From an optimization exercise on the open Yosys and OpenROAD flow, aimed at small area, a short achievable clock period and few clock cycles; shortcuts taken in it are not production practice. Function was checked by simulation only, so behaviour that the tests miss may differ from the original.

==> run K <==
==> flow/design.v (excerpt) <==
module simplevm_core (
    input  wire        clk,
    input  wire        rst,           
    output reg         mem_req,
    output reg         mem_we,
    output reg  [11:0] mem_addr,
    output wire [7:0]  mem_wdata,
    input  wire        mem_ready,
    input  wire [7:0]  mem_rdata,
    output reg         out_valid,
    output wire [7:0]  out_byte,
    output wire        halted,
    output wire        faulted,
    output wire [7:0]  exit_code,
    output wire [2:0]  fault_kind,
    output wire [15:0] fault_pc,
    output wire [15:0] fault_word,
    output wire [3:0]  flags
);
    localparam [2:0] F_INVALID_OPCODE  = 3'd3;
    localparam [2:0] F_STACK_OVERFLOW  = 3'd5;
    localparam [2:0] F_STACK_UNDERFLOW = 3'd6;
    localparam [2:0] F_MEMORY_BOUNDS   = 3'd7;
    localparam [3:0] S_HDR0  = 4'd0,
                     S_HDR1  = 4'd1,
                     S_F0    = 4'd2,    
                     S_F1    = 4'd3,    
                     S_PUSH  = 4'd4,
                     S_POP   = 4'd5,
                     S_PRINT = 4'd6,
                     S_FF    = 4'd7,    
                     S_FX2   = 4'd8,    
                     S_FX1   = 4'd9,
                     S_END   = 4'd10;
    localparam [3:0] A_NONE = 4'd0,
                     A_ADD  = 4'd1,
                     A_SUB  = 4'd2,
                     A_MUL  = 4'd3,
                     A_DIV  = 4'd4,    
                     A_DIV2 = 4'd5,    
                     A_CMP  = 4'd6,
                     A_OR   = 4'd7,
                     A_AND  = 4'd8,
                     A_XOR  = 4'd9,
                     A_NOT  = 4'd10,
                     A_MOVI = 4'd11,
                     A_MOVR = 4'd12;
    reg [3:0]  state;
    reg        fault_r;
    reg        ex;        
    reg [7:0]  x [0:15];
    reg [15:0] ma;        
    reg [15:0] ir;
    reg [7:0]  opa;       
    reg [7:0]  opb;       
    reg [3:0]  ek;        
    reg [3:0]  edst;
    reg [11:0] sp;
    reg [12:0] crr;
    reg        f_ov, f_zd, f_nzr, f_lt;
    reg [12:0] pptr;
    reg [2:0]  fkind_r;
    reg [5:0]  drem;
    reg [5:0]  dqh;
    assign halted     = (state == S_END) & ~fault_r;
    assign faulted    = (state == S_END) & fault_r;
    assign exit_code  = opb;
    assign out_byte   = opb;
    assign mem_wdata  = opb;
  ...
==> flow/config.mk <==
export PLATFORM = sky130hd
export DESIGN_NAME = simplevm_core
export DESIGN_NICKNAME = simplevm_core
export VERILOG_FILES = /design/flow/design.v
export SDC_FILE = /design/flow/constraint.sdc
export NUM_CORES = 4
export LEC_CHECK = 0
export CAP_MARGIN = 20
export CORE_MARGIN = 2
export CORE_UTILIZATION = 40
export SLEW_MARGIN = 20
==> flow/constraint.sdc <==
create_clock -name core_clock -period 15.0 [get_ports {clk}]
set_input_delay 3.0000 -clock core_clock [delete_from_list [all_inputs] [get_ports {clk}]]
set_output_delay 3.0000 -clock core_clock [all_outputs]
set_load 0.01 [all_outputs]
run.sh (not shown) runs the stock make flow with config.mk's settings and CLKGATE_MAP_FILE= SYNTH_SCRIPT=/design/flow/synth_recipe.tcl, a recipe that flattens the netlist after the stock synthesis.
==> run B (differences from run K) <==
--- a/flow/design.v
+++ b/flow/design.v
@@ -32,118 +32,163 @@
                      S_FX2   = 4'd8,    
                      S_FX1   = 4'd9,
                      S_END   = 4'd10;
     localparam [3:0] A_NONE = 4'd0,
                      A_ADD  = 4'd1,
                      A_SUB  = 4'd2,
                      A_MUL  = 4'd3,
                      A_DIV  = 4'd4,    
-                     A_DIV2 = 4'd5,    
+                     A_DIVS = 4'd5,    
                      A_CMP  = 4'd6,
                      A_OR   = 4'd7,
                      A_AND  = 4'd8,
                      A_XOR  = 4'd9,
                      A_NOT  = 4'd10,
                      A_MOVI = 4'd11,
                      A_MOVR = 4'd12;
+    function [9:0] cla9;
+        input [8:0] a;
+        input [8:0] b;
+        input       cin;
+        reg   [8:0] g, p, gg, pp, gn, pn;
+        integer     s, j;
+        begin
+            g = a & b;
+            p = a ^ b;
+            gg = g;
+            gg[0] = g[0] | (p[0] & cin);
+            pp = p;
+            for (s = 1; s < 9; s = s * 2) begin
+                gn = gg;
+                pn = pp;
+                for (j = s; j < 9; j = j + 1) begin
+                    gn[j] = gg[j] | (pp[j] & gg[j-s]);
+                    pn[j] = pp[j] & pp[j-s];
+                end
+                gg = gn;
+                pp = pn;
+            end
+            cla9 = {gg[8], p ^ {gg[7:0], cin}};
+        end
+    endfunction
+    function [2:0] msb8;
+        input [7:0] v;
+        begin
+            msb8 = v[7] ? 3'd7 : v[6] ? 3'd6 : v[5] ? 3'd5 : v[4] ? 3'd4 :
+                   v[3] ? 3'd3 : v[2] ? 3'd2 : v[1] ? 3'd1 : 3'd0;
+        end
+    endfunction
     reg [3:0]  state;
     reg        fault_r;
     reg        ex;        
     reg [7:0]  x [0:15];
     reg [15:0] ma;        
     reg [15:0] ir;
     reg [7:0]  opa;       
     reg [7:0]  opb;       
     reg [3:0]  ek;        
     reg [3:0]  edst;
     reg [11:0] sp;
     reg [12:0] crr;
     reg        f_ov, f_zd, f_nzr, f_lt;
     reg [12:0] pptr;
     reg [2:0]  fkind_r;
-    reg [5:0]  drem;
-    reg [5:0]  dqh;
+    reg [7:0]  drem;      
+    reg [2:0]  dcnt;      
     assign halted     = (state == S_END) & ~fault_r;
     assign faulted    = (state == S_END) & fault_r;
     assign exit_code  = opb;
     assign out_byte   = opb;
     assign mem_wdata  = opb;
     assign fault_kind = fkind_r;
     assign fault_pc   = ma;
     assign fault_word = ir;
     assign flags      = {f_lt, f_nzr, f_zd, f_ov};
     wire [3:0] op_a = ir[15:12];
     wire [3:0] op_b = ir[11:8];
     wire [3:0] op_c = ir[7:4];
     wire [3:0] op_d = ir[3:0];
     wire [3:0] rsel = (state == S_F1) ? mem_rdata[3:0] : op_c;
     wire [7:0] xr   = x[rsel];
-    wire [8:0]  sum  = {1'b0, opa} + {1'b0, opb};
-    wire [8:0]  diff = {1'b0, opa} - {1'b0, opb};
-    wire [15:0] prod = opa * opb;
-    reg [8:0] da;
-    reg [5:0] daq;
-    reg [8:0] db;
-    reg [1:0] dbq;
-    reg [9:0] dt;
-    integer k;
+    wire       is_add = (ek == A_ADD);
+    wire [9:0] as     = cla9({1'b0, opa}, {1'b0, is_add ? opb : ~opb}, ~is_add);
+    wire [7:0] asum   = as[7:0];
+    wire       acarry = as[8];           
+    reg  [10:0] mlo;
+    reg         mhi;
+    integer m;
     always @(*) begin
-        da = 9'd0;
-        for (k = 7; k >= 2; k = k - 1) begin
-            da = {da[7:0], opa[k]};
-            dt = {1'b0, da} - {2'b0, opb};
-            daq[k-2] = ~dt[9];
-            if (~dt[9]) da = dt[8:0];
-        end
-        db = {3'd0, drem};
-        for (k = 1; k >= 0; k = k - 1) begin
-            db = {db[7:0], opa[k]};
-            dt = {1'b0, db} - {2'b0, opb};
-            dbq[k] = ~dt[9];
-            if (~dt[9]) db = dt[8:0];
+        mlo = 11'd0;
+        mhi = 1'b0;
+        for (m = 0; m < 8; m = m + 1) begin
+            mlo = mlo + (({3'd0, opa & {8{opb[m]}}} << m) & 11'h0ff);
+            mhi = mhi | (|((opa & {8{opb[m]}}) >> (8 - m)));
         end
     end
+    wire        mov = mhi | (|mlo[10:8]);
+    wire [2:0] la    = msb8(opa);
+    wire [2:0] lb    = msb8(opb);
+    wire       dz0   = (opa == 8'd0) | (la < lb);         
+    wire       dn0   = (la == lb);                       
+    wire [2:0] dn    = la - lb;
+    wire [15:0] dsh  = {8'd0, opa} << (3'd7 - dn);
+    wire [9:0] dst   = cla9({drem, opa[7]}, {1'b1, ~opb}, 1'b1);
+    wire       dq    = dst[9];
+    wire [7:0] dr    = dq ? dst[7:0] : {drem[6:0], opa[7]};
     reg       we;
     reg [3:0] wa;
     reg [7:0] wd;
     reg       we15;
-    wire [7:0] wd15 = db[7:0];
+    reg [7:0] wd15;
+    reg       div_busy;
     always @(*) begin
-        we = 1'b1; wa = edst; wd = sum[7:0]; we15 = 1'b0;
+        we = 1'b1; wa = edst; wd = asum; we15 = 1'b0; wd15 = opa; div_busy = 1'b0;
         case (ek)
-            A_ADD:  wd = sum[7:0];
-            A_SUB:  wd = diff[7:0];
-            A_MUL:  wd = prod[7:0];
-            A_DIV2: begin wd = {dqh, dbq}; we15 = 1'b1; end
+            A_ADD, A_SUB: wd = asum;
+            A_MUL:  wd = mlo[7:0];
+            A_DIV: begin
+                if (dz0) begin
+                    wd = 8'd0; we15 = 1'b1; wd15 = opa;
+                end else if (dn0) begin
+                    wd = {7'd0, acarry}; we15 = 1'b1; wd15 = acarry ? asum : opa;
+                end else begin
+                    we = 1'b0; div_busy = 1'b1;
+                end
+            end
+            A_DIVS: begin
+                if (dcnt == 3'd0) begin
+                    wd = {opa[6:0], dq}; we15 = 1'b1; wd15 = dr;
+                end else begin
+                    we = 1'b0; div_busy = 1'b1;
+                end
+            end
             A_OR:   wd = opa | opb;
             A_AND:  wd = opa & opb;
             A_XOR:  wd = opa ^ opb;
             A_NOT:  wd = ~opa;
             A_MOVI: wd = ir[7:0];
             A_MOVR: wd = opb;
             default: we = 1'b0;
         endcase
         if (state == S_POP) begin
             we = mem_ready; wa = op_d; wd = mem_rdata;
         end else if (state == S_PRINT) begin
             we = mem_ready & ~pptr[12] & (mem_rdata == 8'd0); wa = 4'd14; wd = 8'd0;
         end
     end
     wire [7:0] xr_fwd = (we15 && rsel == 4'd15) ? wd15 :
                         (we && wa == rsel)      ? wd : xr;
+    wire [7:0] wdm   = wd & {8{~rst}};
+    wire [7:0] wd15m = (we15 ? wd15 : wd) & {8{~rst}};
     integer i;
     always @(posedge clk) begin
-        if (rst) begin
-            for (i = 0; i < 16; i = i + 1) x[i] <= 8'd0;
-        end else begin
-            for (i = 0; i < 16; i = i + 1)
-                if (i == 15 && we15) x[i] <= wd15;
-                else if (we && wa == i) x[i] <= wd;
-        end
+        for (i = 0; i < 15; i = i + 1)
+            if (rst || (we && wa == i)) x[i] <= wdm;
+        if (rst || we15 || (we && wa == 4'd15)) x[15] <= wd15m;
     end
     wire is_ret  = (op_a == 4'h0) & (op_b == 4'h1);
     wire is_jlt  = (op_a == 4'h3);
     wire is_call = (op_a == 4'h5);
     wire is_jmp  = (op_a == 4'h8);
     wire jump = ex & (is_ret | is_call | is_jmp | (is_jlt & f_lt));
     wire [15:0] fa = jump ? (is_ret ? {3'd0, crr} : {4'd0, ir[11:0]}) : ma;
     wire        fa_bad = (fa > 16'd4094);
@@ -176,71 +221,74 @@
                      ((ha == 4'h1) & (hb > 4'h4)) |
                      ((ha == 4'h6) & (hb > 4'h1)) |
                      ((ha == 4'h9) & (hb > 4'h3)) |
                      (ha > 4'h9);
     wire h_halt  = (ha == 4'h0) & (hb == 4'h0);
     wire h_push  = (ha == 4'h6) & (hb == 4'h0);
     wire h_pop   = (ha == 4'h6) & (hb == 4'h1);
     wire h_print = (ha == 4'h4);
-    wire div_busy = (ek == A_DIV);
     always @(*) begin
         mem_req  = 1'b0;
         mem_we   = 1'b0;
         mem_addr = fa[11:0];
         case (state)
             S_HDR0:  begin mem_req = 1'b1; mem_addr = 12'd0; end
             S_HDR1:  begin mem_req = 1'b1; mem_addr = 12'd1; end
             S_F0:    begin mem_req = ~fa_bad; end
-            S_F1:    begin mem_req = ~div_busy; mem_addr = ma[11:0]; end
+            S_F1:    begin mem_req = 1'b1; mem_addr = ma[11:0]; end
             S_PUSH:  begin mem_req = 1'b1; mem_we = 1'b1; mem_addr = sp; end
             S_POP:   begin mem_req = 1'b1; mem_addr = pptr[11:0]; end
             S_PRINT: begin mem_req = ~pptr[12]; mem_addr = pptr[11:0]; end
             default: ;
         endcase
     end
     wire done_access = mem_req & mem_ready;
     wire [11:0] sp_step = sp + ((state == S_PUSH) ? 12'hfff : 12'h001);
     wire [12:0] ma_step = ((state == S_F0) ? fa[12:0] : ma[12:0]) +
                           ((state == S_FX1 || state == S_FX2) ? 13'h1fff : 13'h0001);
     always @(posedge clk) begin
         out_valid <= 1'b0;
         if (rst) begin
             state   <= S_HDR0;
             fault_r <= 1'b0;
             ex      <= 1'b0;
-            ma      <= 16'd0;
-            ir      <= 16'd0;
-            opa     <= 8'd0;
-            opb     <= 8'd0;
             ek      <= A_NONE;
-            edst    <= 4'd0;
             sp      <= 12'd4095;
             crr     <= 13'd0;
             f_ov    <= 1'b0;
             f_zd    <= 1'b0;
             f_nzr   <= 1'b0;
             f_lt    <= 1'b0;
-            pptr    <= 13'd0;
-            fkind_r <= 3'd0;
-            drem    <= 6'd0;
-            dqh     <= 6'd0;
         end else begin
             ek <= A_NONE;
             case (ek)
-                A_ADD: if (sum[8]) f_ov <= 1'b1;
-                A_SUB: if (diff[8]) f_ov <= 1'b1;
-                A_MUL: if (prod[15:8] != 8'd0) f_ov <= 1'b1;
-                A_CMP: if (diff[8]) f_lt <= 1'b1;
+                A_ADD: if (acarry) f_ov <= 1'b1;
+                A_SUB: if (~acarry) f_ov <= 1'b1;
+                A_MUL: if (mov) f_ov <= 1'b1;
+                A_CMP: if (~acarry) f_lt <= 1'b1;
                 A_DIV: begin
-                    drem <= da[5:0];
-                    dqh  <= daq;
-                    ek   <= A_DIV2;
+                    if (dz0) begin
+                        if (opa != 8'd0) f_nzr <= 1'b1;
+                    end else if (dn0) begin
+                        if ((acarry ? asum : opa) != 8'd0) f_nzr <= 1'b1;
+                    end else begin
+                        drem <= dsh[15:8];
+                        opa  <= dsh[7:0];
+                        dcnt <= dn;
+                        ek   <= A_DIVS;
+                    end
+                end
+                A_DIVS: begin
+                    drem <= dr;
+                    opa  <= {opa[6:0], dq};
+                    dcnt <= dcnt - 3'd1;
+                    if (dcnt != 3'd0) ek <= A_DIVS;
+                    else if (dr != 8'd0) f_nzr <= 1'b1;
                 end
-                A_DIV2: if (db[7:0] != 8'd0) f_nzr <= 1'b1;
                 default: ;
             endcase
             case (state)
                 S_HDR0: if (done_access) begin
                     ma[15:8] <= mem_rdata;
                     state    <= S_HDR1;
                 end
                 S_HDR1: if (done_access) begin
@@ -263,17 +311,17 @@
                     end else if (done_access) begin
                         ir[15:8] <= mem_rdata;
                         ma       <= {3'd0, ma_step};
                         state    <= S_F1;
                     end else begin
                         ma <= fa;
                     end
                 end
-                S_F1: if (done_access) begin
+                S_F1: if (done_access && !div_busy) begin
                     ir[7:0] <= mem_rdata;
                     opb     <= xr_fwd;
                     ma      <= {3'd0, ma_step};
                     if (h_invalid) begin
                         fkind_r <= F_INVALID_OPCODE;
                         state   <= S_FX2;
                     end else if (h_halt) begin
                         state   <= S_END;
==> flow/flow/run.sh (new file) <==
#!/bin/bash
# Standard layout; timing repair aims for extra setup slack so that the
# critical paths get sized for speed even though the clock is met.
bash standard.sh SETUP_SLACK_MARGIN=9.5 finish > standard.log 2>&1
==> flow/standard.sh (new file) <==
#!/bin/bash
# synth_recipe.tcl (not shown) runs the flow's synth.tcl, then flattens the netlist and writes it again
# the make line also repeats each setting of config.mk as NAME=value (left out here)
make -C /OpenROAD-flow-scripts/flow DESIGN_CONFIG=/design/flow/config.mk WORK_HOME=/design/flow/orfs CLKGATE_MAP_FILE= SYNTH_SCRIPT=/design/flow/synth_recipe.tcl "${@:-finish}"
==> flow/config.mk (replaced) <==
export PLATFORM = sky130hd
export DESIGN_NAME = simplevm_core
export DESIGN_NICKNAME = simplevm_core
export VERILOG_FILES = /design/flow/design.v
export SDC_FILE = /design/flow/constraint.sdc
export NUM_CORES = 4
export LEC_CHECK = 0
export ABC_AREA = 1
export CAP_MARGIN = 20
export CORE_MARGIN = 2
export CORE_UTILIZATION = 40
export SLEW_MARGIN = 20
removed: flow/run.sh
==> run notes <==
item                                                                                    run B                    run K
Buffering stage count on the worst path with inverters included                            29                        4
Latest clock arrival within the worst-skew pair                                       0.60 ns                  0.58 ns
Worst reg-to-reg path cell count                                                           38                       48
Number of enable flip-flop cells after synthesis                                          207                        0
Result of the run                                                              finished clean           finished clean
Commonest non-fill, non-tap cell in the layout                       sky130_fd_sc_hd__nand2_1  sky130_fd_sc_hd__nor2_1
Worst Path Max Fanout                                                                      15                       11
Share of cell area taken by multi-input logic gates                                     44.6%                    62.4%
Area occupied by registers                                                           7020 µm²                 4960 µm²
Number of DRC markers after the initial detailed-route iteration                         1921                     1985
Share of final-layout standard cells stronger than drive strength 1                     14.5%                    7.81%
Capture point of the worst reg-to-reg path                                              ma[8]                  drem[2]
Setup repair after global routing missed its margin                                       yes                       no
Startpoint of the most critical setup path                                                 ex                   opa[7]
Testbench counts of run K, summed over its fixed seeds: cycles 107,336.
Testbench counts of run B, summed over its fixed seeds: cycles 108,018.

[what the ideal ports hide]
No port has a modelled driver above. Below, the same layouts with a new extraction and two added sets of constraints. Step 1 (the two cells are an assumption about what drives the block):
set clk [get_ports {clk}]
set_driving_cell -lib_cell sky130_fd_sc_hd__clkbuf_16 $clk
set_driving_cell -lib_cell sky130_fd_sc_hd__buf_2 [delete_from_list [all_inputs] $clk]
Step 2 also shifts input and output timing later by t, the mid clock arrival at the registers, as if the neighbouring blocks saw the same clock. Three values: no drivers, after step 1, after step 2; two values: the first two.
run	shift t [ns]	setup slack, ns	hold WS [ns]	worst setup path at the end	worst register clock-pin slew, ns
run K	0.632	2.315 / 2.315 / 2.315	0.472 / 0.472 / 0.472	register to register	0.07 / 0.07
run B	0.643	9.152 / 9.131 / 8.879	0.481 / 0.481 / 0.481	input to register	0.07 / 0.07
After both steps every run listed still meets setup and hold. For run B, which loses most, drivers alone change the setup slack by -0.021 ns; drivers and shift together by -0.273 ns.
